From an optimization exercise on the open Yosys and OpenROAD flow, aimed at small area; shortcuts taken in it are not production practice.
In this exercise RTL edits were held to simulation tests only and were not proved equivalent to the original.
Power figures rest on the tool's default switching activity, not on a simulated workload.

<file path="design.v">
module usbasp_seq (
    input  wire        clk,
    input  wire        rst,
    input  wire        req_valid,
    output wire        req_ready,
    input  wire [1:0]  req_kind,
    input  wire [63:0] req_data,
    input  wire [3:0]  req_len,
    output wire        rsp_valid,
    output reg  [2:0]  rsp_code,
    output reg  [3:0]  rsp_len,
    output wire [63:0] rsp_data,
    output wire        tgt_valid,
    input  wire        tgt_ready,
    output wire [4:0]  tgt_op,
    output wire [31:0] tgt_addr,
    output wire [63:0] tgt_wdata,
    output wire [3:0]  tgt_len,
    input  wire [63:0] tgt_rdata,
    input  wire        rx_evt,
    input  wire [7:0]  rx_byte,
    input  wire        tx_evt,
    output wire        line_tx_valid,
    output wire [7:0]  line_tx_data,
    output reg         chan_en,
    output reg         rx_irq_en,
    output reg         tx_irq_en,
    output reg  [15:0] cfg_baud,
    output reg  [5:0]  cfg_mode
);
    localparam [1:0] K_SETUP = 2'd0, K_FILL = 2'd1, K_DRAIN = 2'd2, K_NR = 2'd3;
    localparam [2:0] R_REPLY = 3'd0, R_MOREPKT = 3'd1, R_DATA = 3'd2,
                     R_MORE  = 3'd3, R_DONE    = 3'd4, R_NOTREADY = 3'd5;
    localparam [4:0] E_NONE = 5'd0,
                     E_ISP_XFER = 5'd3, E_ISP_ENTERPROG = 5'd4, E_ISP_SETSCK = 5'd5,
                     E_ISP_RDFLASH = 5'd6, E_ISP_RDEEPROM = 5'd7,
                     E_ISP_WRFLASH_I = 5'd8, E_ISP_WRFLASH_P = 5'd9,
                     E_ISP_FLUSHPAGE = 5'd10, E_ISP_WREEPROM = 5'd11,
                     E_TPI_RECV = 5'd14, E_TPI_RDBLOCK = 5'd16, E_TPI_WRBLOCK = 5'd17,
                     X_TXFREE = 5'd18, X_CAPS = 5'd19, X_STREAM = 5'd20, X_FIRST = 5'd21;
    localparam [3:0] OP_IDLE = 4'b0000,
                     OP_RFLASH = 4'b1000, OP_REEPROM = 4'b1001, OP_RTPI = 4'b1010, OP_URX = 4'b1011,
                     OP_WFLASH = 4'b1100, OP_WEEPROM = 4'b1101, OP_WTPI = 4'b1110, OP_UTX = 4'b1111;
    localparam [3:0] S_IDLE = 4'd7, S_DEC = 4'd9, S_EV = 4'd8, S_LOOP = 4'd2, S_CNT = 4'd5, S_ROT = 4'd14, S_AL0 = 4'd15, S_ALIGN = 4'd1, S_RESP = 4'd0;
    reg  [3:0]  st;
    reg  [1:0]  kind_q;
    reg  [3:0]  n_q;
    reg  [63:0] b;
    reg  [4:0]  evop;
    reg  [3:0]  op;
    reg  [31:0] cursor;
    reg  [15:0] remaining;
    reg  [11:0] page_size;
    reg  [15:0] page_counter;
    reg         blk_last;
    reg         long_mode;
    reg  [3:0]  idx;
    reg  [3:0]  t;
    reg  [7:0]  rq [0:14];
    reg  [7:0]  tq [0:14];
    reg  [3:0]  rxc, txc;
    function [31:0] inc32(input [31:0] a);
        integer j;
        reg c;
        begin
            c = 1'b1;
            for (j = 0; j < 32; j = j + 1) begin
                inc32[j] = a[j] ^ c;
                c = c & a[j];
            end
        end
    endfunction
    function [15:0] dec16(input [15:0] a);
        integer j;
        reg c;
        begin
            c = 1'b1;
            for (j = 0; j < 16; j = j + 1) begin
                dec16[j] = a[j] ^ c;
                c = c & ~a[j];
            end
        end
    endfunction
    wire [31:0] cur_inc = inc32(cursor);
    wire [15:0] rem_dec = dec16(remaining);
    wire [7:0]  opcode = b[7:0];
    wire        rem_nz = (remaining != 16'd0);
    wire        more   = (idx != n_q) && rem_nz;
    assign req_ready = (st == S_IDLE);
    assign rsp_valid = (st == S_RESP);
    assign rsp_data  = b;
    assign tgt_valid = (st == S_EV);
    assign tgt_op    = evop;
    assign tgt_addr  = cursor;
    assign tgt_wdata = b;
    wire        rem_lt_n = (remaining[15:4] == 12'd0) && (remaining[3:0] < n_q);
    wire        k_nz     = (n_q != 4'd0) && rem_nz;
    assign tgt_len   = rem_lt_n ? remaining[3:0] : n_q;
    assign line_tx_valid = tx_evt && tx_irq_en && (txc != 4'd0);
    assign line_tx_data  = tq[14];
    always @(*) begin
        case (kind_q)
            K_SETUP: rsp_code = (evop[4:1] == 4'b1010) ? R_MOREPKT : R_REPLY;
            K_FILL:  rsp_code = R_DATA;
            K_DRAIN: rsp_code = rem_nz ? R_MORE : R_DONE;
            default: rsp_code = R_NOTREADY;
        endcase
        if (kind_q != K_SETUP)
            rsp_len = idx;
        else case (evop)
            E_ISP_XFER, X_CAPS:                       rsp_len = 4'd4;
            E_ISP_ENTERPROG, E_ISP_SETSCK, E_TPI_RECV: rsp_len = 4'd1;
            X_TXFREE:                                 rsp_len = 4'd2;
            default:                                  rsp_len = 4'd0;
        endcase
    end
    wire        paged     = (page_size != 12'd0);
    wire [15:0] pc_dec    = paged ? dec16(page_counter) : page_counter;
    wire        page_full = paged && (pc_dec == 16'd0);
    wire        last_byte = (remaining == 16'd1);
    wire        forced    = last_byte && blk_last && !page_full &&
                            (pc_dec != {4'd0, page_size});
    wire        urx = (kind_q == K_FILL);
    wire        rx_pop  = (st == S_ROT) && urx && (t >= ~rxc) && more;
    wire        tx_push = (st == S_ROT) && !urx && (t >= txc) && more;
    wire        rx_in   = rx_evt && rx_irq_en && (rxc != 4'd15);
    wire        tx_out  = tx_evt && tx_irq_en && (txc != 4'd0);
    wire        rx_shift = rx_in || (st == S_ROT);
    wire        tx_shift = tx_out || (st == S_ROT);
    reg  [7:0]  shin;
    always @(*) begin
        if (st == S_ROT)
            shin = rq[14];
        else if (st == S_EV)
            shin = tgt_rdata[7:0];
        else if (t == 4'd0 && evop == X_CAPS)
            shin = 8'h41;
        else if (t == 4'd1 && evop == X_TXFREE)
            shin = {4'd0, ~txc};
        else
            shin = 8'd0;
    end
    integer i;
    always @(posedge clk) begin
        if (rx_shift) begin
            rq[0] <= (st == S_ROT) ? rq[14] : rx_byte;
            for (i = 1; i < 15; i = i + 1) rq[i] <= rq[i-1];
        end
        if (tx_shift) begin
            tq[0] <= tx_push ? b[7:0] : tq[14];
            for (i = 1; i < 15; i = i + 1) tq[i] <= tq[i-1];
        end
    end
    always @(posedge clk) begin
        if (rst) begin
            st        <= S_IDLE;
            op[3]     <= 1'b0;
            long_mode <= 1'b0;
            rxc       <= 4'd0;
            txc       <= 4'd0;
            chan_en   <= 1'b0;
            rx_irq_en <= 1'b0;
            tx_irq_en <= 1'b0;
        end else begin
            if (rx_in)  rxc <= rxc + 4'd1;
            if (tx_out) txc <= txc - 4'd1;
            if (tx_evt && tx_irq_en && txc == 4'd0) tx_irq_en <= 1'b0;
            case (st)
                S_IDLE: begin
                    b      <= req_data;
                    n_q    <= req_len;
                    kind_q <= req_kind;
                    if (req_valid) st <= S_DEC;
                end
                S_DEC: begin
                    idx <= 4'd0;
                    t   <= 4'd0;
                    case (kind_q)
                        K_SETUP: begin
                            b     <= {8'd0, b[63:8]};
                            evop  <= E_NONE;
                            st    <= S_AL0;
                            case (opcode)
                                8'd1:  begin evop <= 5'd1;  st <= S_EV; end
                                8'd2:  begin evop <= 5'd2;  st <= S_EV; op[3] <= 1'b0; long_mode <= 1'b0; end
                                8'd3:  begin evop <= 5'd3;  st <= S_EV; end
                                8'd5:  begin evop <= 5'd4;  st <= S_EV; end
                                8'd10: begin evop <= 5'd5;  st <= S_EV; end
                                8'd11: begin evop <= 5'd12; st <= S_EV; end
                                8'd12: begin evop <= 5'd13; st <= S_EV; op[3] <= 1'b0; long_mode <= 1'b0; end
                                8'd13: begin evop <= 5'd14; st <= S_EV; end
                                8'd14: begin evop <= 5'd15; st <= S_EV; end
                                8'd9: begin
                                    cursor    <= b[39:8];
                                    long_mode <= 1'b1;
                                end
                                8'd4, 8'd7, 8'd6, 8'd8, 8'd15, 8'd16, 8'd64, 8'd65: begin
                                    evop      <= X_STREAM;
                                    remaining <= b[55:40];
                                    if (!long_mode && opcode != 8'd64 && opcode != 8'd65)
                                        cursor <= {16'd0, b[23:8]};
                                    case (opcode)
                                        8'd4:  op <= OP_RFLASH;
                                        8'd7:  op <= OP_REEPROM;
                                        8'd15: op <= OP_RTPI;
                                        8'd16: op <= OP_WTPI;
                                        8'd8:  op <= OP_WEEPROM;
                                        8'd64: op <= OP_UTX;
                                        8'd65: op <= OP_URX;
                                        default: begin
                                            op        <= OP_WFLASH;
                                            page_size <= {b[39:36], b[31:24]};
                                            blk_last  <= b[33];
                                            if (b[32]) evop <= X_FIRST;
                                        end
                                    endcase
                                end
                                8'd60: begin
                                    rxc       <= 4'd0;
                                    txc       <= 4'd0;
                                    cfg_baud  <= b[23:8];
                                    cfg_mode  <= b[29:24];
                                    chan_en   <= 1'b1;
                                    rx_irq_en <= 1'b1;
                                    tx_irq_en <= 1'b0;
                                end
                                8'd61: txc <= 4'd0;
                                8'd62: rxc <= 4'd0;
                                8'd63: begin
                                    chan_en   <= 1'b0;
                                    rx_irq_en <= 1'b0;
                                    tx_irq_en <= 1'b0;
                                end
                                8'd66:  evop <= X_TXFREE;
                                8'd127: evop <= X_CAPS;
                                default: ;
                            endcase
                        end
                        K_FILL: begin
                            if (op[3] && !op[2]) begin
                                case (op[1:0])
                                    2'd0:    begin evop <= E_ISP_RDFLASH;  st <= S_LOOP; end
                                    2'd1:    begin evop <= E_ISP_RDEEPROM; st <= S_LOOP; end
                                    2'd2:    begin evop <= E_TPI_RDBLOCK;  st <= k_nz ? S_EV : S_RESP; end
                                    default: st <= S_ROT;
                                endcase
                            end else begin
                                kind_q <= K_NR; st <= S_RESP;
                            end
                        end
                        default: begin
                            if (op[3] && op[2]) begin
                                case (op[1:0])
                                    2'd0:    begin evop <= paged ? E_ISP_WRFLASH_P : E_ISP_WRFLASH_I; st <= S_LOOP; end
                                    2'd1:    begin evop <= E_ISP_WREEPROM; st <= S_LOOP; end
                                    2'd2:    begin evop <= E_TPI_WRBLOCK;  st <= k_nz ? S_EV : S_RESP; end
                                    default: st <= S_ROT;
                                endcase
                            end else begin
                                kind_q <= K_NR; st <= S_RESP;
                            end
                        end
                    endcase
                end
                S_LOOP: st <= more ? S_EV : (urx ? S_AL0 : S_RESP);
                S_CNT: begin
                    if (more) begin
                        idx       <= idx + 4'd1;
                        remaining <= rem_dec;
                        cursor    <= cur_inc;
                    end else
                        st <= S_RESP;
                end
                S_EV: if (tgt_ready) begin
                    case (evop)
                        E_ISP_XFER: begin
                            b   <= {shin, b[63:8]};
                            idx <= idx + 4'd1;
                            if (idx == 4'd3) st <= S_AL0;
                        end
                        E_ISP_ENTERPROG, E_TPI_RECV: begin
                            b   <= {shin, b[63:8]};
                            idx <= 4'd1;
                            st  <= S_AL0;
                        end
                        E_ISP_RDFLASH, E_ISP_RDEEPROM, E_ISP_WREEPROM: begin
                            b         <= {shin, b[63:8]};
                            idx       <= idx + 4'd1;
                            cursor    <= cur_inc;
                            remaining <= rem_dec;
                            st        <= S_LOOP;
                        end
                        E_ISP_WRFLASH_I, E_ISP_WRFLASH_P: begin
                            page_counter <= page_full ? {4'd0, page_size} : pc_dec;
                            remaining    <= rem_dec;
                            if (page_full || forced)
                                evop <= E_ISP_FLUSHPAGE;
                            else begin
                                b      <= {shin, b[63:8]};
                                idx    <= idx + 4'd1;
                                cursor <= cur_inc;
                                st     <= S_LOOP;
                            end
                        end
                        E_ISP_FLUSHPAGE: begin
                            evop   <= paged ? E_ISP_WRFLASH_P : E_ISP_WRFLASH_I;
                            b      <= {shin, b[63:8]};
                            idx    <= idx + 4'd1;
                            cursor <= cur_inc;
                            st     <= S_LOOP;
                        end
                        E_TPI_RDBLOCK: begin
                            b  <= tgt_rdata;
                            st <= S_CNT;
                        end
                        E_TPI_WRBLOCK: st <= S_CNT;
                        default: st <= S_AL0;
                    endcase
                end
                S_ROT: begin
                    t <= t + 4'd1;
                    if (rx_pop) begin
                        b         <= {shin, b[63:8]};
                        rxc       <= rxc - 4'd1;
                        idx       <= idx + 4'd1;
                        remaining <= rem_dec;
                    end
                    if (tx_push) begin
                        b         <= {shin, b[63:8]};
                        txc       <= txc + 4'd1;
                        idx       <= idx + 4'd1;
                        remaining <= rem_dec;
                        tx_irq_en <= 1'b1;
                    end
                    if (t == 4'd14) st <= urx ? S_AL0 : S_RESP;
                end
                S_AL0: begin
                    if (evop == X_FIRST) page_counter <= {4'd0, page_size};
                    t  <= idx;
                    st <= S_ALIGN;
                end
                S_ALIGN: begin
                    if (t != 4'd8) begin
                        b <= {shin, b[63:8]};
                        t <= t + 4'd1;
                    end else
                        st <= S_RESP;
                end
                S_RESP: begin
                    st <= S_IDLE;
                    if (kind_q == K_FILL && idx != 4'd8) op[3] <= 1'b0;
                    if (kind_q == K_DRAIN && !rem_nz)    op[3] <= 1'b0;
                end
                default: st <= S_IDLE;
            endcase
        end
    end
endmodule
</file>
<file path="flow/run.sh">
#!/bin/bash
# The standard layout (standard.sh) with three changes:
#  1. Synthesis maps the logic with an area-oriented ABC script (flow/abc.script)
#     in place of ORFS's abc_speed.script. The rest of synthesis is the standard
#     one (synth_recipe.tcl), so the registers are those of the standard synthesis.
#  2. The buffer put on every input and output port is the smallest buffer cell.
#  3. Clock tree synthesis gets the settings of config.mk (clkbuf_16, clusters of
#     20 sinks within 150 um) and inserts no dummy loads.
# Each step's output goes to a log of its own here (synth.log, standard.log) and
# ORFS's per-step logs under orfs/logs.
set -euo pipefail
here=$(pwd)
rm -rf "$here/scripts_abc"
cp -r "$FLOW_HOME/scripts" "$here/scripts_abc"
cp "$here/flow/abc.script" "$here/scripts_abc/abc_speed.script"
export BUFFER_PORTS_ARGS="-buffer_cell sky130_fd_sc_hd__buf_1"
export CTS_ARGS="-sink_clustering_enable -repair_clock_nets -buf_list sky130_fd_sc_hd__clkbuf_16 -sink_clustering_size 20 -sink_clustering_max_diameter 150 -dont_use_dummy_load"
SCRIPTS_DIR="$here/scripts_abc" bash standard.sh synth > synth.log 2>&1
bash standard.sh > standard.log 2>&1
</file>
<file path="flow/abc.script">
&get -n
&st
&deepsyn -T 120
&dch -f
&nf -R 1000 -p -F 8 -A 4
&st
&syn2
&dch -f
&nf -R 1000 -p -F 8 -A 4
&put
topo
dnsize -c
</file>
<file path="standard.sh">
#!/bin/bash
# synth_recipe.tcl (not shown) runs the flow's synth.tcl, then flattens the netlist and writes it again
# the make line also repeats each setting of config.mk as NAME=value (left out here)
make -C /OpenROAD-flow-scripts/flow DESIGN_CONFIG=/design/flow/config.mk WORK_HOME=/design/flow/orfs CLKGATE_MAP_FILE= SYNTH_SCRIPT=/design/flow/synth_recipe.tcl "${@:-finish}"
</file>
<file path="config.mk">
export PLATFORM = sky130hd
export DESIGN_NAME = usbasp_seq
export DESIGN_NICKNAME = usbasp_seq
export VERILOG_FILES = /design/flow/design.v
export SDC_FILE = /design/flow/constraint.sdc
export NUM_CORES = 4
export LEC_CHECK = 0
export CAP_MARGIN = 20
export CORE_MARGIN = 2
export CORE_UTILIZATION = 40
export CTS_BUF_LIST = sky130_fd_sc_hd__clkbuf_16
export CTS_CLUSTER_DIAMETER = 150
export CTS_CLUSTER_SIZE = 20
export PLACE_DENSITY = 0.6
export SLEW_MARGIN = 20
</file>
<file path="constraint.sdc">
create_clock -name core_clock -period 8.0 [get_ports {clk}]
set_input_delay 1.6000 -clock core_clock [delete_from_list [all_inputs] [get_ports {clk}]]
set_output_delay 1.6000 -clock core_clock [all_outputs]
set_load 0.01 [all_outputs]
</file>
==> flow_summary.toml, run 1 <==
[placed_design]
gp_congestion = 0.897
io_buffers = 360
hpwl_um = 36300

[global_routing]
first_global_vias = 11500
grt_overflow_total = 0
antenna_found_initial = 3
grt_max_degree = 100
grt_pass1_wl_um = 73100
grt_usage = 0.206

[sta]
maxSlewHeadroom = 0.224
rsz0062_at_grt = "false"
setup_tns_ns = 0
finClkSkew_ns = 0.0599
post-route-period-util = 0.795
setup_viol = 0
hold_ws_ns = 0.368
max_freq_mhz = 157
drv_slew = 0
hold_viol_final = 0
finalCriticalPeriod_ns = 6.36
tightest_slew_ns = 1.16

[route]
vias = 12400
dr.max_layer_used = "met4"
wl_met3_um = 3610
ant_nets = 0
met2_length_um = 23900
drt-met1-wl_um = 23100
wl_per_cell_um = 22.3
firstDrtPassIters = 7
drc = 0
wirelength_um = 51500
drt-initial-drc-count = 1334
via_per_inst = 5.37

[yosys]
synth_edf_count = 425
syn_nets = 1596
synth.area.mux_share = 0.0144
synth_ff_type = "edfxtp_1"
synthTopCellsByCount = "edfxtp_1 (425), nor2_1 (211), nand2_1 (103)"
yosysSeqAreaShare = 0.701
synth_top_family_by_area = "simple AND/OR/NAND/NOR gates"
yosys.area.top_type = "edfxtp_1"
synthAdderAreaFrac = 0.0570
synth_area_um2 = 18700
synthXorXnorAreaFrac = 0.00892
synth-async-reset-ratio = 0
syn_inst = 1363
synth.most_common_cell = "edfxtp_1"
synth_top_area_frac = 0.684
synth-compound-area-share = 0.0802
synth_area_leaders = "edfxtp_1 (68%), ha_1 (5.7%), nor2_1 (4.2%)"
synth-simple-area-share = 0.101
synth.distinct_cells = 52
yosys_warnings = 3
ys_seq_elements = 441
syn_area_per_cell_um2 = 13.7

[setup_path]
cp-end-kind = "flop"
r2r_start = "cursor[0]"
arrival_ns = 6.70
crit_slowest_cell = "edfxtp_1"
crit_buf_inv = 0
timing.critical_path.mode_cell = "ha_1"
cp-startpoint = "cursor[0]"
required_ns = 8.33
cp-start-kind = "flop"
path_class = "reg2reg"
path_delay_family = "adder cells"
slowest_delay_ns = 0.42
cp_max_fo = 3

[floorplanning]
dieArea_um2 = 48400
die_x_um = 220
top_level_ports = 361
fp.dieH_um = 220
initial_core_util = 0.403
core-area_um2 = 46300
row_count = 79

[clock_network]
cts_root_buf = "clkbuf_16"
cts_resized = 0
cts_buffer_depth = 3
cts_tree = "done"
cts_setup_buffers = 0
cts_hold_buffers = 0
cts_sinks = 441
cts_made_buffers = 26
htreeDepth = 1
clock_latency_ns = 0.57
cts.clk_slew.worst_paths_ns = 0.08

[hold_path]
min_path_type = "reg2reg"
min-delay-start = "tq[6][5]"

[cells_and_area]
drive_above_1_share = 0.0363
nets = 1941
area_growth_pct = 13.7
final_util = 0.459

[flow_run]
drv_cap = 0

[power]
powerDensity_nw_per_um2 = 282
peakVddDrop_mv = 0.155
leakage_nw = 7.12

[run_status]
status = "no timing/DRC/antenna violations"
==> registers in the layout, indices dropped and copies added, names as in the netlist, 6 cells and up <==
register and cells:
b 64, cfg_baud 16, cfg_mode 6, cursor 32, page_counter 16, page_size 12
remaining 16, rq 120, tq 120
==> layout by cell type, fill, tap and decap left out, types with 4 or more instances in the layout <==
master,count
a221oi_1,6
a21oi_1,49
o22a_1,6
xor2_1,4
nor2b_1,9
nor3b_1,4
buf_1,360
or2_0,6
buf_4,19
and3_1,5
clkinv_1,54
a22oi_1,10
a21o_1,5
a31oi_1,7
nor3_1,17
o21ai_0,61
nand2_1,100
ha_1,85
mux2_1,23
nor2_1,208
dfxtp_1,16
nor4_1,15
xnor2_1,15
nand3_1,27
o22ai_1,59
edfxtp_1,425
a211oi_1,10
nand2b_1,10
nand4_1,8
a41oi_1,4
clkbuf_16,26
==> worst paths after layout <==
check / to / slack, ns / depth (start not counted)
worst min register to register: tq[7][5] / 0.37 / 0
worst min-delay path: tq[7][5] / 0.37 / 0
worst max-delay path: cursor[30] / 1.64 / 32
worst max register to register: cursor[30] / 1.64 / 32
==> stage by stage <==
step | instance area (um^2) | cells | total power [mW] | setup slack [ns]
2_1_floorplan | 18700 | 1363 | 4.16 | 0.561
3_3_place_gp | 20500 | 2286 | 4.72 | 1.65
3_5_place_dp | 20500 | 2286 | 4.75 | 1.56
4_1_cts | 21200 | 2312 | 6.04 | 1.55
5_1_grt | 21200 | 2315 | 6.30 | 1.23
6_report | 21200 | 2316 | 5.99 | 1.64
==> worst reg2reg max path: cells and delay by family, from the launching register on <==
family | cells | cell delay, ns
adder cells (fa/ha/maj) | 30 | 5.56
flip-flops | 1 | 0.42
AND/OR/NAND/NOR | 1 | 0.11
AO/OA/AOI/OAI | 1 | 0.05
==> report_power, final <==
| group | switching, mW | internal [mW] |
|---|---|---|
| Combinational | 0.930 | 0.439 |
| Clock | 0.710 | 0.575 |
| Sequential | 0.369 | 2.96 |
| Total | 2.01 | 3.98 |
==> routing by layer <==
layer / track usage / vias to the layer above
li1: - / 5741
met1: 0.299 / 6157
met2: 0.323 / 487
met3: 0.0340 / 56
met4: 0.0488 / 0
met5: 0 / -
==> kinds of logic after synthesis <==
| kind of cell | after synthesis |
|---|---|
| xor+xnor | 19 |
| buf+inv | 119 |
| mux | 24 |
| compound gates | 241 |
| flops | 441 |
| fa+ha+maj | 85 |
| simple gates | 434 |
==> layout make-up <==
class	instances	area, um^2
multi-input cells	803	4970
inverters	54	203
clock buffers	26	651
fillers	4263	25000
repair buffers	382	1550
well taps	607	759
diodes	3	7.51
flip-flops and latches	441	13100
==> run 2: changes to the inputs <==
--- a/design.v
+++ b/design.v
@@ -60,4 +60,5 @@
     reg  [7:0]  tq [0:14];
     reg  [3:0]  rxc, txc;
+    reg  [3:0]  txh;
     function [31:0] inc32(input [31:0] a);
         integer j;
@@ -98,5 +99,5 @@
     assign tgt_len   = rem_lt_n ? remaining[3:0] : n_q;
     assign line_tx_valid = tx_evt && tx_irq_en && (txc != 4'd0);
-    assign line_tx_data  = tq[14];
+    assign line_tx_data  = tq[txh];
     always @(*) begin
         case (kind_q)
@@ -123,9 +124,9 @@
     wire        urx = (kind_q == K_FILL);
     wire        rx_pop  = (st == S_ROT) && urx && (t >= ~rxc) && more;
-    wire        tx_push = (st == S_ROT) && !urx && (t >= txc) && more;
+    wire        tx_push = (st == S_ROT) && !urx && more && (txc != 4'd15) &&
+                          (txc == 4'd0 || txh == txc - 4'd1);
     wire        rx_in   = rx_evt && rx_irq_en && (rxc != 4'd15);
     wire        tx_out  = tx_evt && tx_irq_en && (txc != 4'd0);
-    wire        rx_shift = rx_in || (st == S_ROT);
-    wire        tx_shift = tx_out || (st == S_ROT);
+    wire        rx_shift = rx_in || (st == S_ROT && urx);
     reg  [7:0]  shin;
     always @(*) begin
@@ -147,8 +148,10 @@
             for (i = 1; i < 15; i = i + 1) rq[i] <= rq[i-1];
         end
-        if (tx_shift) begin
-            tq[0] <= tx_push ? b[7:0] : tq[14];
-            for (i = 1; i < 15; i = i + 1) tq[i] <= tq[i-1];
-        end
+        tq[0] <= tx_push ? b[7:0] : tq[14];
+        for (i = 1; i < 15; i = i + 1) tq[i] <= tq[i-1];
+        if (tx_push && txc == 4'd0)
+            txh <= 4'd0;
+        else if (!tx_out)
+            txh <= (txh == 4'd14) ? 4'd0 : txh + 4'd1;
     end
     always @(posedge clk) begin
@@ -333,5 +336,5 @@
                         tx_irq_en <= 1'b1;
                     end
-                    if (t == 4'd14) st <= urx ? S_AL0 : S_RESP;
+                    if (urx ? (t == 4'd14) : !(more && txc != 4'd15)) st <= urx ? S_AL0 : S_RESP;
                 end
                 S_AL0: begin
==> run 2 against run 1 <==
Against the previous run: critical path type unchanged; sequential share of layout area down 4.7 points; highest routed layer is now met5; largest cell class unchanged; core utilization increased by 0.41 points; global-route usage fell by 0.33 points.
==> flow_summary.toml, run 2 <==
[setup_path]
r2r_start = "cursor[0]"
arrival_ns = 6.69
crit_slowest_cell = "edfxtp_1"
cp-end-kind = "flop"
slowest_delay_ns = 0.42
required_ns = 8.29
ff2ff_path_depth = 32
cp_max_fo = 3
path_class = "reg2reg"
cp-startpoint = "cursor[0]"
timing.critical_path.mode_cell = "ha_1"
cp-start-kind = "flop"

[yosys]
syn_nets = 1725
synth_edf_count = 305
synthTopCellsByCount = "edfxtp_1 (305), nand2_1 (236), dfxtp_1 (140)"
yosys_warnings = 3
synth_area_leaders = "edfxtp_1 (50%), dfxtp_1 (15%), ha_1 (5.5%)"
synth-compound-area-share = 0.112
synth_top_area_frac = 0.497
synth-simple-area-share = 0.118
synth_ff_type = "edfxtp_1"
synth_area_um2 = 18400
synth-async-reset-ratio = 0
yosysSeqAreaShare = 0.649
synth.most_common_cell = "edfxtp_1"
synthXorXnorAreaFrac = 0.0143
syn_inst = 1496
yosys.area.top_type = "edfxtp_1"
synth_top_family_by_area = "simple AND/OR/NAND/NOR gates"
synth.distinct_cells = 54
syn_area_per_cell_um2 = 12.3
ys_seq_elements = 445
synthAdderAreaFrac = 0.0550
synth.area.mux_share = 0.0133

[cells_and_area]
area_growth_pct = 14.0
final_util = 0.463
final_common_cell = "buf_1"
final_cell_mix = "buf_1 (360), edfxtp_1 (305), nand2_1 (235)"
largestRegisters = "rq x120, tq x120, b x64"
nFillCells = 4200
final_cells = 2445
drive_above_1_share = 0.0358
final_area_um2 = 21000
nets = 2075

[global_routing]
grt_overflow_total = 0
grt_pass1_wl_um = 73900
grt_max_degree = 96
first_global_vias = 12400
grt_usage = 0.202
antenna_found_initial = 5

[floorplanning]
row_count = 78
dieArea_um2 = 47800
core-area_um2 = 45400
initial_core_util = 0.406
top_level_ports = 361
fp.dieH_um = 219
die_x_um = 219

[sta]
post-route-period-util = 0.800
rsz0062_at_grt = "false"
setup_tns_ns = 0
hold_ws_ns = 0.341
hold_viol_final = 0
tightest_slew_ns = 1.00
drv_slew = 0
maxSlewHeadroom = 0.327
setup_viol = 0
finClkSkew_ns = 0.0691
finalWorstSetupSlack_ns = 1.60
finalCriticalPeriod_ns = 6.40
max_freq_mhz = 156

[clock_network]
cts_buffer_depth = 3
cts_setup_buffers = 0
cts_sinks = 445
cts_resized = 0
cts_hold_buffers = 0
cts_tree = "done"
cts_made_buffers = 26
cts.clk_slew.worst_paths_ns = 0.10
htreeDepth = 1
cts_root_buf = "clkbuf_16"
clock_latency_ns = 0.58

[hold_path]
min-delay-start = "tq[1][2]"
min_path_type = "reg2reg"
hold_depth = 0

[power]
leakage_nw = 7.45
peakVddDrop_mv = 0.139
powerDensity_nw_per_um2 = 281
p_total_mw = 5.91

[route]
vias = 13100
wl_per_cell_um = 20.6
wirelength_um = 50300
via_per_inst = 5.37
ant_nets = 0
firstDrtPassIters = 6
drc = 0
drt-initial-drc-count = 1333

[placed_design]
io_buffers = 360
hpwl_um = 35800
place_inst = 2418
dp_slack_ns = 1.59
gp_congestion = 0.850
placed_area_um2 = 20300

[run_status]
status = "no timing/DRC/antenna violations"

[flow_run]
drv_cap = 0
[run 2: cell count changes in the layout (fill, tap and decap cells not counted), moves of 14 or more]
cell / change
nand2_1: +135
a22oi_1: +54
dfxtp_1: +124
a22o_1: +14
nor2_1: -108
edfxtp_1: -120
nor3_1: +14
a222oi_1: +17
o22ai_1: -53
[run 2: path summary, 6_finish.rpt]
| kind | end | slack (ns) |
|---|---|---|
| worst min register to register | tq[2][2] | 0.34 |
| worst max-delay path | cursor[30] | 1.60 |
| worst min-delay path | tq[2][2] | 0.34 |
| worst max register to register | cursor[30] | 1.60 |
[run 2: per-layer routing]
layer,GRT usage,wire length (um),vias to the layer above
met3,0.0276,3320,56
met5,0,49,-
met4,0.0435,780,8
met1,0.286,22300,6395
met2,0.333,23900,436
li1,-,-,6228
[run 2: logic make-up after synthesis]
family          Yosys count
mux                      22
flops                   445
compound gates          306
fa+ha+maj                81
buf+inv                 120
xor+xnor                 30
simple gates            492
[run 2: cell type report]
cell class	instances	area (um^2)	share of cell area
Tap cell	600	751	0.0357
Sequential cell	445	12000	0.570
Timing Repair Buffer	387	1570	0.0748
Antenna cell	1	2.50	0.000119
Clock buffer	26	651	0.0310
Multi-Input combinational cell	931	5860	0.279
Inverter	55	206	0.00983
[run 2: power breakdown]
part           total [mW]  internal, mW  switching, mW  leakage (nW)
clock network        1.30         0.577          0.719         0.320
registers            3.21          2.85          0.358          3.90
logic                1.40         0.459          0.943          3.22
[run 2: critical path: cells and delay by family, from the launching register on]
kind,cells,cell delay (ns)
fa+ha+maj,30,5.57
flops,1,0.42
compound gates,1,0.05
simple gates,1,0.10
==> run 3: changes to the inputs <==
--- a/flow/run.sh
+++ b/flow/run.sh
@@ -6,5 +6,5 @@
 #  2. The buffer put on every input and output port is the smallest buffer cell.
 #  3. Clock tree synthesis gets the settings of config.mk (clkbuf_16, clusters of
-#     20 sinks within 150 um) and inserts no dummy loads.
+#     22 sinks within 150 um) and inserts no dummy loads.
 # Each step's output goes to a log of its own here (synth.log, standard.log) and
 # ORFS's per-step logs under orfs/logs.
@@ -15,5 +15,5 @@
 cp "$here/flow/abc.script" "$here/scripts_abc/abc_speed.script"
 export BUFFER_PORTS_ARGS="-buffer_cell sky130_fd_sc_hd__buf_1"
-export CTS_ARGS="-sink_clustering_enable -repair_clock_nets -buf_list sky130_fd_sc_hd__clkbuf_16 -sink_clustering_size 20 -sink_clustering_max_diameter 150 -dont_use_dummy_load"
+export CTS_ARGS="-sink_clustering_enable -repair_clock_nets -buf_list sky130_fd_sc_hd__clkbuf_16 -sink_clustering_size 22 -sink_clustering_max_diameter 150 -dont_use_dummy_load"
 SCRIPTS_DIR="$here/scripts_abc" bash standard.sh synth > synth.log 2>&1
 bash standard.sh > standard.log 2>&1
==> flow/abc.script (replaced) <==
&get -n
&st
&deepsyn -T 60
&put
strash
ifraig
dc2
&get -n
&deepsyn -T 60
&dch -f
&nf -R 1000 -p -F 8 -A 4
&put
topo
dnsize -c
--- a/config.mk
+++ b/config.mk
@@ -11,5 +11,5 @@
 export CTS_BUF_LIST = sky130_fd_sc_hd__clkbuf_16
 export CTS_CLUSTER_DIAMETER = 150
-export CTS_CLUSTER_SIZE = 20
+export CTS_CLUSTER_SIZE = 22
 export PLACE_DENSITY = 0.6
 export SLEW_MARGIN = 20
==> run 3 against run 2 <==
Against the previous run: still clean on timing, DRC and antenna; cell count decreased by 0.41%; core utilization decreased by 0.39 points; hold slack improved by 0.012 ns; die area decreased by 0.74%; global-route usage about the same; combinational power decreased by 6%; total power decreased by 2.9%; sequential cell count unchanged; routed wire length decreased by 0.56%.
==> flow_summary.toml, run 3 <==
[yosys]
synthXorXnorAreaFrac = 0.0144
ys_seq_elements = 445
synth_top_family_by_area = "simple AND/OR/NAND/NOR gates"
synthAdderAreaFrac = 0.0554
syn_inst = 1491
synth.distinct_cells = 54
synth-simple-area-share = 0.121
synth-compound-area-share = 0.112
yosysSeqAreaShare = 0.654
syn_area_per_cell_um2 = 12.3
yosys.area.top_type = "edfxtp_1"
synth_area_leaders = "edfxtp_1 (50%), dfxtp_1 (15%), ha_1 (5.5%)"
synthTopCellsByCount = "edfxtp_1 (305), nand2_1 (222), dfxtp_1 (140)"
synth_edf_count = 305
synth_ff_type = "edfxtp_1"
synth_top_area_frac = 0.501
synth-async-reset-ratio = 0
synth_area_um2 = 18300
syn_nets = 1720
synth.area.mux_share = 0.00486
yosys_warnings = 3
synth.most_common_cell = "edfxtp_1"

[cells_and_area]
largestRegisters = "rq x120, tq x120, b x64"
nFillCells = 4191
nets = 2062
area_growth_pct = 13.6
final_common_cell = "buf_1"
drive_above_1_share = 0.0328
final_cell_mix = "buf_1 (360), edfxtp_1 (305), nand2_1 (221)"
final_area_um2 = 20800

[power]
powerDensity_nw_per_um2 = 276
peakVddDrop_mv = 0.159
leakage_nw = 7.26

[setup_path]
crit_slowest_cell = "edfxtp_1"
slowest_delay_ns = 0.43
timing.critical_path.mode_cell = "ha_1"
cp-start-kind = "flop"
required_ns = 8.32
arrival_ns = 6.76
cp_max_fo = 3
path_class = "reg2reg"
cp-end-kind = "flop"

[route]
wirelength_um = 50000
drc = 0
drt-met1-wl_um = 22800
ant_nets = 0
vias = 13100
wl_per_cell_um = 20.6
met2_length_um = 23300
dr.max_layer_used = "met5"
via_per_inst = 5.36
firstDrtPassIters = 5
wl_met3_um = 3010
drt-initial-drc-count = 1260

[floorplanning]
fp.dieH_um = 218
die_x_um = 218
core-area_um2 = 45300
row_count = 78
initial_core_util = 0.404
top_level_ports = 361
dieArea_um2 = 47400

[sta]
hold_viol_final = 0
finalCriticalPeriod_ns = 6.45
setup_viol = 0
post-route-period-util = 0.806
rsz0062_at_grt = "false"
maxSlewHeadroom = 0.302
tightest_slew_ns = 1.04
drv_slew = 0
finClkSkew_ns = 0.0704
setup_tns_ns = 0
max_freq_mhz = 155

[placed_design]
io_buffers = 360
hpwl_um = 35600
gp_congestion = 0.892
placed_area_um2 = 20200

[clock_network]
cts_tree = "done"
cts_root_buf = "clkbuf_16"
cts_resized = 0
cts_hold_buffers = 0
cts_buffer_depth = 3
cts_made_buffers = 24
cts_setup_buffers = 0
clock_latency_ns = 0.57
cts_sinks = 445
cts.clk_slew.worst_paths_ns = 0.10
htreeDepth = 1

[global_routing]
grt_pass1_wl_um = 73300
grt_max_degree = 66
grt_usage = 0.203
grt_overflow_total = 0
first_global_vias = 12300
antenna_found_initial = 6

[flow_run]
drv_cap = 0

[run_status]
status = "no timing/DRC/antenna violations"

[hold_path]
min_path_type = "reg2reg"
-- run 3: final timing paths --
kind / cells past startpoint / start / endpoint / slack, ns
max: 31 / cursor[0] / cursor[30] / 1.55
min: 0 / tq[3][6] / tq[4][6] / 0.35
max reg2reg: 31 / cursor[0] / cursor[30] / 1.55
min reg2reg: 0 / tq[3][6] / tq[4][6] / 0.35
-- run 3: cells by family after synthesis --
logic type,Yosys count
AND/OR/NAND/NOR,502
XOR/XNOR,30
multiplexers,8
AO/OA/AOI/OAI,302
flip-flops,445
adder cells (fa/ha/maj),81
buffers and inverters,123
-- run 3: per-layer routing --
| layer | vias up | global-route usage |
|---|---|---|
| met3 | 65 | 0.0305 |
| li1 | 6173 | - |
| met2 | 462 | 0.333 |
| met4 | 4 | 0.0456 |
| met5 | - | 0 |
| met1 | 6354 | 0.284 |
-- run 3: critical path, delay by kind of cell, from the launching register on --
family	cells	cell delay [ns]
AO/OA/AOI/OAI	1	0.21
flip-flops	1	0.43
adder cells (fa/ha/maj)	30	5.56
-- run 3: report_power, final --
group | switching [mW] | internal, mW
clock network | 0.697 | 0.535
logic | 0.911 | 0.413
registers | 0.341 | 2.84
-- run 3: stage by stage --
step / worst slack (ns) / cells / power [mW] / util / hold WS (ns)
6_report: 1.55 / 2435 / 5.74 / 0.459 / 0.354
4_1_cts: 1.53 / 2430 / 5.79 / 0.458 / 0.353
2_1_floorplan: 1.37 / 1491 / 4.02 / - / 0.330
5_1_grt: 1.22 / 2431 / 6.04 / 0.459 / 0.357
3_3_place_gp: 1.66 / 2405 / 4.54 / 0.444 / 0.333
3_5_place_dp: 1.56 / 2406 / 4.57 / 0.445 / 0.334
-- run 3: area by class of cell --
type	instances	area, um^2	share of cell area
Sequential cell	445	12000	0.576
Multi-Input combinational cell	923	5700	0.274
Timing Repair Buffer	381	1540	0.0739
Tap cell	600	751	0.0361
Clock buffer	24	601	0.0289
Inverter	58	218	0.0105
Antenna cell	4	10.0	0.000482
==> run 4: changes to the inputs <==
--- a/flow/run.sh
+++ b/flow/run.sh
@@ -6,5 +6,5 @@
 #  2. The buffer put on every input and output port is the smallest buffer cell.
 #  3. Clock tree synthesis gets the settings of config.mk (clkbuf_16, clusters of
-#     22 sinks within 150 um) and inserts no dummy loads.
+#     26 sinks within 150 um) and inserts no dummy loads.
 # Each step's output goes to a log of its own here (synth.log, standard.log) and
 # ORFS's per-step logs under orfs/logs.
@@ -15,5 +15,5 @@
 cp "$here/flow/abc.script" "$here/scripts_abc/abc_speed.script"
 export BUFFER_PORTS_ARGS="-buffer_cell sky130_fd_sc_hd__buf_1"
-export CTS_ARGS="-sink_clustering_enable -repair_clock_nets -buf_list sky130_fd_sc_hd__clkbuf_16 -sink_clustering_size 22 -sink_clustering_max_diameter 150 -dont_use_dummy_load"
+export CTS_ARGS="-sink_clustering_enable -repair_clock_nets -buf_list sky130_fd_sc_hd__clkbuf_16 -sink_clustering_size 26 -sink_clustering_max_diameter 150 -dont_use_dummy_load"
 SCRIPTS_DIR="$here/scripts_abc" bash standard.sh synth > synth.log 2>&1
 bash standard.sh > standard.log 2>&1
--- a/config.mk
+++ b/config.mk
@@ -11,5 +11,5 @@
 export CTS_BUF_LIST = sky130_fd_sc_hd__clkbuf_16
 export CTS_CLUSTER_DIAMETER = 150
-export CTS_CLUSTER_SIZE = 22
+export CTS_CLUSTER_SIZE = 26
 export PLACE_DENSITY = 0.6
 export SLEW_MARGIN = 20
==> run 4 against run 3 <==
Against the previous run: clock skew shrank 0.0039 ns; hold slack lost 0.0059 ns; routed wire length shrank 0.60%; sequential share of layout area grew 0.24 points; core utilization shrank 0.19 points; critical path depth is the same; clock-buffer cell count shrank 3; register-to-register slack gained 0.04 ns; highest routed layer unchanged.
==> flow_summary.toml, run 4 <==
[run_status]
status = "no timing/DRC/antenna violations"

[yosys]
syn_nets = 1720
synth_top_area_frac = 0.501
synthTopCellsByCount = "edfxtp_1 (305), nand2_1 (222), dfxtp_1 (140)"
yosys.area.top_type = "edfxtp_1"
synth.most_common_cell = "edfxtp_1"
synth-async-reset-ratio = 0
synth.distinct_cells = 54
yosysSeqAreaShare = 0.654
ys_seq_elements = 445
synth_area_leaders = "edfxtp_1 (50%), dfxtp_1 (15%), ha_1 (5.5%)"
syn_area_per_cell_um2 = 12.3
synth_ff_type = "edfxtp_1"
syn_inst = 1491
synth_area_um2 = 18300
yosys_warnings = 3
synth_edf_count = 305

[sta]
finClkSkew_ns = 0.0665
setup_viol = 0
max_freq_mhz = 156
drv_slew = 0
finalWorstSetupSlack_ns = 1.59
rsz0062_at_grt = "false"
hold_viol_final = 0
finalCriticalPeriod_ns = 6.41
tightest_slew_ns = 1.02
hold_ws_ns = 0.348
maxSlewHeadroom = 0.312
post-route-period-util = 0.801
setup_tns_ns = 0

[global_routing]
antenna_found_initial = 6
grt_max_degree = 66
grt_pass1_wl_um = 73200
first_global_vias = 12200
grt_usage = 0.202
grt_overflow_total = 0

[cells_and_area]
final_common_cell = "buf_1"
drive_above_1_share = 0.0312
largestRegisters = "rq x120, tq x120, b x64"
nets = 2058
area_growth_pct = 13.2
final_cell_mix = "buf_1 (360), edfxtp_1 (305), nand2_1 (221)"
nFillCells = 4197

[setup_path]
ff2ff_path_depth = 31
path_class = "reg2reg"
cp-end-kind = "flop"
crit_slowest_cell = "edfxtp_1"
cp-start-kind = "flop"
r2r_setup_slack_ns = 1.59
cp_max_fo = 3
crit-reg2reg-capture = "cursor[30]"
r2r_start = "cursor[0]"
timing.critical_path.mode_cell = "ha_1"
arrival_ns = 6.72
required_ns = 8.31
slowest_delay_ns = 0.43

[clock_network]
cts_resized = 0
cts_buffer_depth = 3
cts_hold_buffers = 0
cts_tree = "done"
cts_sinks = 445
htreeDepth = 1
cts_made_buffers = 21
clock_latency_ns = 0.55
cts_root_buf = "clkbuf_16"
cts.clk_slew.worst_paths_ns = 0.11
cts_setup_buffers = 0

[hold_path]
hold_depth = 0
hold_path_end = "tq[9][2]"
min_path_type = "reg2reg"
min-delay-start = "tq[8][2]"

[route]
met2_length_um = 23300
vias = 13000
firstDrtPassIters = 6
wl_per_cell_um = 20.5
wirelength_um = 49800
drt-initial-drc-count = 1263
dr.max_layer_used = "met5"
drc = 0
wl_met3_um = 3180
drt-met1-wl_um = 22300
via_per_inst = 5.34
ant_nets = 0

[power]
powerDensity_nw_per_um2 = 273
leakage_nw = 7.22
peakVddDrop_mv = 0.160

[floorplanning]
top_level_ports = 361
row_count = 78
fp.dieH_um = 218
dieArea_um2 = 47400
core-area_um2 = 45300
initial_core_util = 0.404
die_x_um = 218

[placed_design]
io_buffers = 360
gp_congestion = 0.892
hpwl_um = 35600
dp_slack_ns = 1.56

[flow_run]
drv_cap = 0
[run 4: cell count changes in the layout (fill, tap and decap cells not counted)]
cell,before,now
buf_8,1,0
clkbuf_16,24,21
diode_2,4,3
nand3_1,40,39
nand3_2,0,1
[run 4: worst max path at each step]
stage | cells past startpoint | start | slack [ns] | endpoint
finish | 31 | cursor[0] | 1.59 | cursor[30]
global route | 31 | cursor[0] | 1.23 | cursor[30]
CTS | 31 | cursor[0] | 1.54 | cursor[30]
detailed placement | 31 | cursor[0] | 1.56 | cursor[30]
global placement | 31 | cursor[0] | 1.66 | cursor[30]
floorplan | 22 | page_counter[0] | 1.37 | b[0]
[run 4: cell type report]
class,count,area (um^2),share of cell area
inverters,58,218,0.0105
flip-flops and latches,445,12000,0.578
well taps,600,751,0.0363
multi-input cells,923,5710,0.276
repair buffers,380,1520,0.0735
clock buffers,21,526,0.0254
diodes,3,7.51,0.000363
[run 4: where the power goes]
| part | total, mW | switching (mW) | internal [mW] |
|---|---|---|---|
| Combinational | 1.32 | 0.908 | 0.413 |
| Clock | 1.15 | 0.673 | 0.473 |
| Sequential | 3.18 | 0.341 | 2.84 |
[run 4: through the flow]
| step | std cells | utilization | instance area, um^2 | total power, mW |
|---|---|---|---|---|
| after floorplan | 1491 | - | 18300 | 4.02 |
| after global placement | 2405 | 0.444 | 20100 | 4.54 |
| after detailed placement | 2406 | 0.445 | 20200 | 4.57 |
| after global routing | 2427 | 0.457 | 20700 | 5.95 |
| final | 2430 | 0.457 | 20700 | 5.65 |
| after CTS | 2427 | 0.457 | 20700 | 5.71 |
[run 4: worst max-delay path, delay by kind of cell (launching register included)]
kind | cells | cell delay [ns]
flops | 1 | 0.43
compound gates | 1 | 0.20
fa+ha+maj | 30 | 5.55
[run 4: per-layer routing]
metal  vias up  global-route usage
met4         4              0.0469
met3        56              0.0300
met2       452               0.332
li1       6165                   -
met5         -                   0
met1      6295               0.284
[run 4: cells by family (layout without fill, tap and decap cells)]
kind of cell | after synthesis | in the layout | share of synthesized area
compound gates | 302 | 302 | 0.112
flops | 445 | 445 | 0.654
mux | 8 | 8 | 0.00486
xor+xnor | 30 | 30 | 0.0144
simple gates | 502 | 502 | 0.121
fa+ha+maj | 81 | 81 | 0.0554
buf+inv | 123 | 459 | 0.0386
other cells | 0 | 3 | 0
==> run 5: changes to the inputs <==
--- a/design.v
+++ b/design.v
@@ -42,5 +42,5 @@
                      OP_RFLASH = 4'b1000, OP_REEPROM = 4'b1001, OP_RTPI = 4'b1010, OP_URX = 4'b1011,
                      OP_WFLASH = 4'b1100, OP_WEEPROM = 4'b1101, OP_WTPI = 4'b1110, OP_UTX = 4'b1111;
-    localparam [3:0] S_IDLE = 4'd7, S_DEC = 4'd9, S_EV = 4'd8, S_LOOP = 4'd2, S_CNT = 4'd5, S_ROT = 4'd14, S_AL0 = 4'd15, S_ALIGN = 4'd1, S_RESP = 4'd0;
+    localparam [3:0] S_IDLE = 4'd7, S_DEC = 4'd9, S_EV = 4'd8, S_LOOP = 4'd2, S_CNT = 4'd5, S_ROT = 4'd14, S_AL0 = 4'd15, S_ALIGN = 4'd1, S_RESP = 4'd0, S_CINC = 4'd3;
     reg  [3:0]  st;
     reg  [1:0]  kind_q;
@@ -95,7 +95,5 @@
     assign tgt_addr  = cursor;
     assign tgt_wdata = b;
-    wire        rem_lt_n = (remaining[15:4] == 12'd0) && (remaining[3:0] < n_q);
-    wire        k_nz     = (n_q != 4'd0) && rem_nz;
-    assign tgt_len   = rem_lt_n ? remaining[3:0] : n_q;
+    assign tgt_len   = idx;
     assign line_tx_valid = tx_evt && tx_irq_en && (txc != 4'd0);
     assign line_tx_data  = tq[txh];
@@ -245,5 +243,5 @@
                                     2'd0:    begin evop <= E_ISP_RDFLASH;  st <= S_LOOP; end
                                     2'd1:    begin evop <= E_ISP_RDEEPROM; st <= S_LOOP; end
-                                    2'd2:    begin evop <= E_TPI_RDBLOCK;  st <= k_nz ? S_EV : S_RESP; end
+                                    2'd2:    begin evop <= E_TPI_RDBLOCK;  st <= S_CNT;  end
                                     default: st <= S_ROT;
                                 endcase
@@ -257,5 +255,5 @@
                                     2'd0:    begin evop <= paged ? E_ISP_WRFLASH_P : E_ISP_WRFLASH_I; st <= S_LOOP; end
                                     2'd1:    begin evop <= E_ISP_WREEPROM; st <= S_LOOP; end
-                                    2'd2:    begin evop <= E_TPI_WRBLOCK;  st <= k_nz ? S_EV : S_RESP; end
+                                    2'd2:    begin evop <= E_TPI_WRBLOCK;  st <= S_CNT;  end
                                     default: st <= S_ROT;
                                 endcase
@@ -271,5 +269,11 @@
                         idx       <= idx + 4'd1;
                         remaining <= rem_dec;
-                        cursor    <= cur_inc;
+                    end else
+                        st <= (idx == 4'd0) ? S_RESP : S_EV;
+                end
+                S_CINC: begin
+                    if (t != idx) begin
+                        cursor <= cur_inc;
+                        t      <= t + 4'd1;
                     end else
                         st <= S_RESP;
@@ -315,7 +319,7 @@
                         E_TPI_RDBLOCK: begin
                             b  <= tgt_rdata;
-                            st <= S_CNT;
+                            st <= S_CINC;
                         end
-                        E_TPI_WRBLOCK: st <= S_CNT;
+                        E_TPI_WRBLOCK: st <= S_CINC;
                         default: st <= S_AL0;
                     endcase
==> run 5 against run 4 <==
Against the previous run: global-route usage is 1.2 points higher; sequential share of layout area rose by 0.32 points; fmax decreased by 0.62%; die area decreased by 0.59%; clock-buffer cell count unchanged; largest cell class unchanged; largest power group unchanged.
==> flow_summary.toml, run 5 <==
[placed_design]
hpwl_um = 38200
io_buffers = 360
gp_congestion = 0.947
place_inst = 2356
dp_slack_ns = 1.55

[setup_path]
crit-reg2reg-capture = "cursor[30]"
arrival_ns = 6.75
crit_slowest_cell = "edfxtp_1"
path_class = "reg2reg"
cp-end-kind = "flop"
cp_max_fo = 3
timing.critical_path.mode_cell = "ha_1"
required_ns = 8.30
cp-startpoint = "cursor[0]"
cp-start-kind = "flop"
ff2ff_path_depth = 31
slowest_delay_ns = 0.43
r2r_start = "cursor[0]"
endpoint = "cursor[30]"
r2r_setup_slack_ns = 1.55

[route]
via_per_inst = 5.51
drt-initial-drc-count = 1280
vias = 13100
ant_nets = 0
wirelength_um = 52600
wl_per_cell_um = 22.1
firstDrtPassIters = 7
drc = 0

[sta]
tightest_slew_ns = 1.10
rsz0062_at_grt = "false"
finClkSkew_ns = 0.0667
post-route-period-util = 0.806
setup_viol = 0
setup_tns_ns = 0
hold_viol_final = 0
finalCriticalPeriod_ns = 6.45
max_freq_mhz = 155
finalWorstSetupSlack_ns = 1.55
drv_slew = 0
maxSlewHeadroom = 0.266

[flow_run]
drv_cap = 0

[hold_path]
min_path_type = "reg2reg"

[cells_and_area]
final_cell_mix = "buf_1 (360), edfxtp_1 (305), nand2_1 (197)"
final_cells = 2377
nets = 2005
largestRegisters = "rq x120, tq x120, b x64"
final_common_cell = "buf_1"
final_util = 0.456
area_growth_pct = 13.2
drive_above_1_share = 0.0332
antenna_cells = 0

[yosys]
synth.most_common_cell = "edfxtp_1"
syn_nets = 1662
ys_seq_elements = 445
synth_area_leaders = "edfxtp_1 (50%), dfxtp_1 (15%), ha_1 (5.4%)"
synth_ff_type = "edfxtp_1"
yosysSeqAreaShare = 0.658
synth.distinct_cells = 54
synth_top_area_frac = 0.504
synthTopCellsByCount = "edfxtp_1 (305), nand2_1 (198), dfxtp_1 (140)"
synth_edf_count = 305
synth_area_um2 = 18200
yosys_warnings = 3
yosys.area.top_type = "edfxtp_1"
syn_inst = 1436
synth-async-reset-ratio = 0
syn_area_per_cell_um2 = 12.7

[clock_network]
cts_tree = "done"
cts_buffer_depth = 3
cts_root_buf = "clkbuf_16"
cts_made_buffers = 21
cts_sinks = 445
cts_resized = 0
clock_latency_ns = 0.55
cts_setup_buffers = 0
cts_hold_buffers = 0
cts.clk_slew.worst_paths_ns = 0.11
htreeDepth = 1

[floorplanning]
die_x_um = 217
top_level_ports = 361
row_count = 78
initial_core_util = 0.403
fp.dieH_um = 217
dieArea_um2 = 47200
core-area_um2 = 45100

[global_routing]
antenna_found_initial = 0
first_global_vias = 12300
grt_pass1_wl_um = 76400
grt_usage = 0.214
grt_overflow_total = 0
grt_max_degree = 82

[power]
leakage_nw = 7.22
powerDensity_nw_per_um2 = 279
peakVddDrop_mv = 0.171

[run_status]
status = "no timing/DRC/antenna violations"
[run 5: critical path: cells and delay by family (launching register included)]
kind / cells / cell delay [ns]
fa+ha+maj: 30 / 5.57
flops: 1 / 0.43
compound gates: 1 / 0.21
[run 5: how the worst min path moves through the flow]
stage	slack, ns	endpoint	cells after the start	start
floorplan	0.33	tq[11][2]	0	tq[10][2]
global placement	0.33	tq[9][3]	0	tq[8][3]
detailed placement	0.34	tq[14][3]	0	tq[13][3]
CTS	0.33	tq[8][7]	0	tq[7][7]
global route	0.34	tq[8][7]	0	tq[7][7]
finish	0.33	tq[8][7]	0	tq[7][7]
[run 5: per-layer routing]
| metal | global-route usage | share of wire |
|---|---|---|
| met1 | 0.286 | 0.42 |
| met2 | 0.368 | 0.48 |
| met3 | 0.0320 | 0.072 |
| met5 | 0 | 0 |
| met4 | 0.0502 | 0.022 |
[run 5: final cells by class]
cell class	count	area, um^2
flip-flops and latches	445	12000
well taps	600	751
clock buffers	21	526
inverters	52	195
repair buffers	385	1550
multi-input cells	874	5600
fillers	4165	24500
[run 5: through the flow]
stage	cell area [um^2]	hold slack, ns	power (mW)
3_5_place_dp	20100	0.337	4.65
3_3_place_gp	20000	0.333	4.61
4_1_cts	20600	0.334	5.80
5_1_grt	20600	0.342	6.04
6_report	20600	0.333	5.75
2_1_floorplan	18200	0.330	4.05
[run 5: kinds of logic (layout without fill, tap and decap cells)]
kind of cell	count (synthesis)	after routing	synth area share
xor+xnor	28	28	0.0135
simple gates	465	465	0.117
fa+ha+maj	78	78	0.0537
buf+inv	117	458	0.0376
compound gates	287	287	0.110
flops	445	445	0.658
mux	16	16	0.00985
[run 5: power breakdown]
group | total [mW] | switching, mW | internal [mW]
clock | 1.16 | 0.687 | 0.473
sequential | 3.26 | 0.409 | 2.85
combinational | 1.33 | 0.887 | 0.443
total | 5.75 | 1.98 | 3.77
==> run 6: changes to the inputs <==
--- a/flow/abc.script
+++ b/flow/abc.script
@@ -1,4 +1,10 @@
 &get -n
 &st
+&deepsyn -T 60
+&put
+strash
+ifraig
+dc2
+&get -n
 &deepsyn -T 60
 &put
==> run 6 against run 5 <==
Against the previous run: still clean; hold slack better by 0.018 ns; worst setup slack lost 0.020 ns; synthesized area shrank 0.28%; total power rose by 0.31%; synthesized cell count shrank 0.84%.
==> flow_summary.toml, run 6 <==
[run_status]
status = "no timing/DRC/antenna violations"

[sta]
hold_ws_ns = 0.352
hold_viol_final = 0
rsz0062_at_grt = "false"
setup_tns_ns = 0
post-route-period-util = 0.809
maxSlewHeadroom = 0.276
max_freq_mhz = 155
drv_slew = 0
finClkSkew_ns = 0.0639
finalWorstSetupSlack_ns = 1.53
finalCriticalPeriod_ns = 6.47
tightest_slew_ns = 1.08
setup_viol = 0

[clock_network]
cts_buffer_depth = 3
cts_made_buffers = 21
cts_tree = "done"
cts.clk_slew.worst_paths_ns = 0.10
cts_root_buf = "clkbuf_16"
cts_sinks = 445
cts_resized = 0
cts_setup_buffers = 0
cts_hold_buffers = 0
clock_latency_ns = 0.57
htreeDepth = 1

[route]
wl_per_cell_um = 22.1
ant_nets = 0
wirelength_um = 52000
vias = 13100
via_per_inst = 5.54
drt-initial-drc-count = 1498
drc = 0
firstDrtPassIters = 5

[yosys]
synth.distinct_cells = 52
yosys.area.top_type = "edfxtp_1"
synth_top_area_frac = 0.505
syn_area_per_cell_um2 = 12.7
syn_inst = 1424
synthTopCellsByCount = "edfxtp_1 (305), nand2_1 (183), dfxtp_1 (140)"
synth-async-reset-ratio = 0
syn_nets = 1650
yosys_warnings = 3
synth_area_um2 = 18100
synth.most_common_cell = "edfxtp_1"
synth_area_leaders = "edfxtp_1 (51%), dfxtp_1 (15%), ha_1 (5.4%)"
synth_ff_type = "edfxtp_1"
yosysSeqAreaShare = 0.660
synth_edf_count = 305
ys_seq_elements = 445

[cells_and_area]
seq_area_um2 = 12000
antenna_cells = 0
drive_above_1_share = 0.0329
nets = 1992
final_cell_mix = "buf_1 (360), edfxtp_1 (305), nand2_1 (182)"
final_common_cell = "buf_1"
area_growth_pct = 13.2
largestRegisters = "rq x120, tq x120, b x64"
multi_input_area_um2 = 5540
nFillCells = 4144

[floorplanning]
row_count = 77
core-area_um2 = 44500
die_x_um = 217
top_level_ports = 361
fp.dieH_um = 217
dieArea_um2 = 47000
initial_core_util = 0.407

[placed_design]
hpwl_um = 37000
dp_slack_ns = 1.53
gp_congestion = 0.918
io_buffers = 360

[global_routing]
grt_overflow_total = 0
grt_usage = 0.215
first_global_vias = 12100
grt_max_degree = 84
grt_pass1_wl_um = 76000
antenna_found_initial = 1

[setup_path]
crit_slowest_cell = "edfxtp_1"
path_class = "reg2reg"
timing.critical_path.mode_cell = "ha_1"
required_ns = 8.33
cp-start-kind = "flop"
slowest_delay_ns = 0.44
cp-end-kind = "flop"
arrival_ns = 6.80
cp_max_fo = 3

[power]
p_total_mw = 5.77
peakVddDrop_mv = 0.167
powerDensity_nw_per_um2 = 281
leakage_nw = 7.14

[hold_path]
min_path_type = "reg2reg"

[flow_run]
drv_cap = 0
run 6: cell count changes in the layout (fill, tap and decap cells not counted), moves of 4 or more:
| cell | delta |
|---|---|
| o22ai_1 | +6 |
| a21oi_1 | -4 |
| o211ai_1 | -6 |
| a22oi_1 | +5 |
| a31oi_1 | -8 |
| nand2_1 | -15 |
| nand3_1 | +7 |
| nand2b_1 | +5 |
run 6: critical path: cells and delay by family, from the launching register on:
kind                       cells  cell delay, ns
DFF                            1            0.44
adders and majority gates     30            5.63
AOI/OAI and AO/OA              1            0.20
run 6: worst paths after layout:
check,cells past startpoint,to,slack (ns),from
max,31,cursor[30],1.53,cursor[0]
min,0,tq[10][3],0.35,tq[9][3]
max reg2reg,31,cursor[30],1.53,cursor[0]
min reg2reg,0,tq[10][3],0.35,tq[9][3]
run 6: cell families (layout without fill, tap and decap cells):
group,after synthesis,count (layout),share of synthesized area
flops,445,445,0.660
xor+xnor,28,28,0.0135
buf+inv,119,459,0.0381
compound gates,286,286,0.111
mux,15,15,0.00932
fa+ha+maj,78,78,0.0538
simple gates,453,453,0.114
run 6: through the flow:
step	utilization	cell area, um^2	instances
after floorplan	-	18100	1424
after global placement	0.449	20000	2334
after detailed placement	0.449	20000	2335
after CTS	0.461	20500	2356
after global routing	0.461	20500	2356
final	0.461	20500	2356
run 6: per-layer routing:
layer / track usage / routed length (um)
met5: 0 / 0
met4: 0.0564 / 1240
met3: 0.0356 / 3820
met2: 0.332 / 23300
met1: 0.313 / 23700
run 6: where the power goes:
group          total, mW  switching [mW]  leakage [nW]  internal [mW]
combinational       1.37           0.909          2.97          0.457
clock               1.15           0.680         0.259          0.472
sequential          3.25           0.397          3.91           2.85
run 6: area by class of cell:
| cell class | instances | share of cell area |
|---|---|---|
| Sequential cell | 445 | 0.583 |
| Multi-Input combinational cell | 860 | 0.270 |
| Inverter | 54 | 0.00988 |
| Tap cell | 592 | 0.0361 |
| Timing Repair Buffer | 384 | 0.0754 |
| Clock buffer | 21 | 0.0256 |

-- static timing again, ports no longer ideal --
The flow's constraints put no driver on any port. The routed layouts listed below were extracted and timed again, unchanged, in two steps. Step 1, drivers: a clkbuf_16 drives clk and a buf_2 each remaining input, both assumed. Step 2 moves the port delays by t, midway between the first and last clock arrival at a register: inputs arrive t later, outputs are due t later. That takes back most of the time a late clock gives input paths. Slacks: ideal ports / drivers / drivers and shift; pairs: ideal ports / drivers.
| run | t (ns) | slack for setup (ns) | worst register clock-pin slew, ns | worst data-port slew with drivers (ns) | cell pins on the clock port's net |
|---|---|---|---|---|---|
| run 1 | 0.603 | 1.637 / 1.637 / 1.637 | 0.10 / 0.10 | 0.09 | 1 |
| run 2 | 0.605 | 1.598 / 1.598 / 1.598 | 0.10 / 0.10 | 0.10 | 1 |
| run 3 | 0.587 | 1.554 / 1.554 / 1.554 | 0.10 / 0.10 | 0.10 | 1 |
| run 4 | 0.572 | 1.591 / 1.591 / 1.591 | 0.11 / 0.11 | 0.10 | 1 |
| run 5 | 0.580 | 1.551 / 1.551 / 1.551 | 0.11 / 0.11 | 0.07 | 1 |
| run 6 | 0.596 | 1.531 / 1.531 / 1.531 | 0.11 / 0.11 | 0.06 | 1 |
After both steps setup and hold are still met in every run listed.
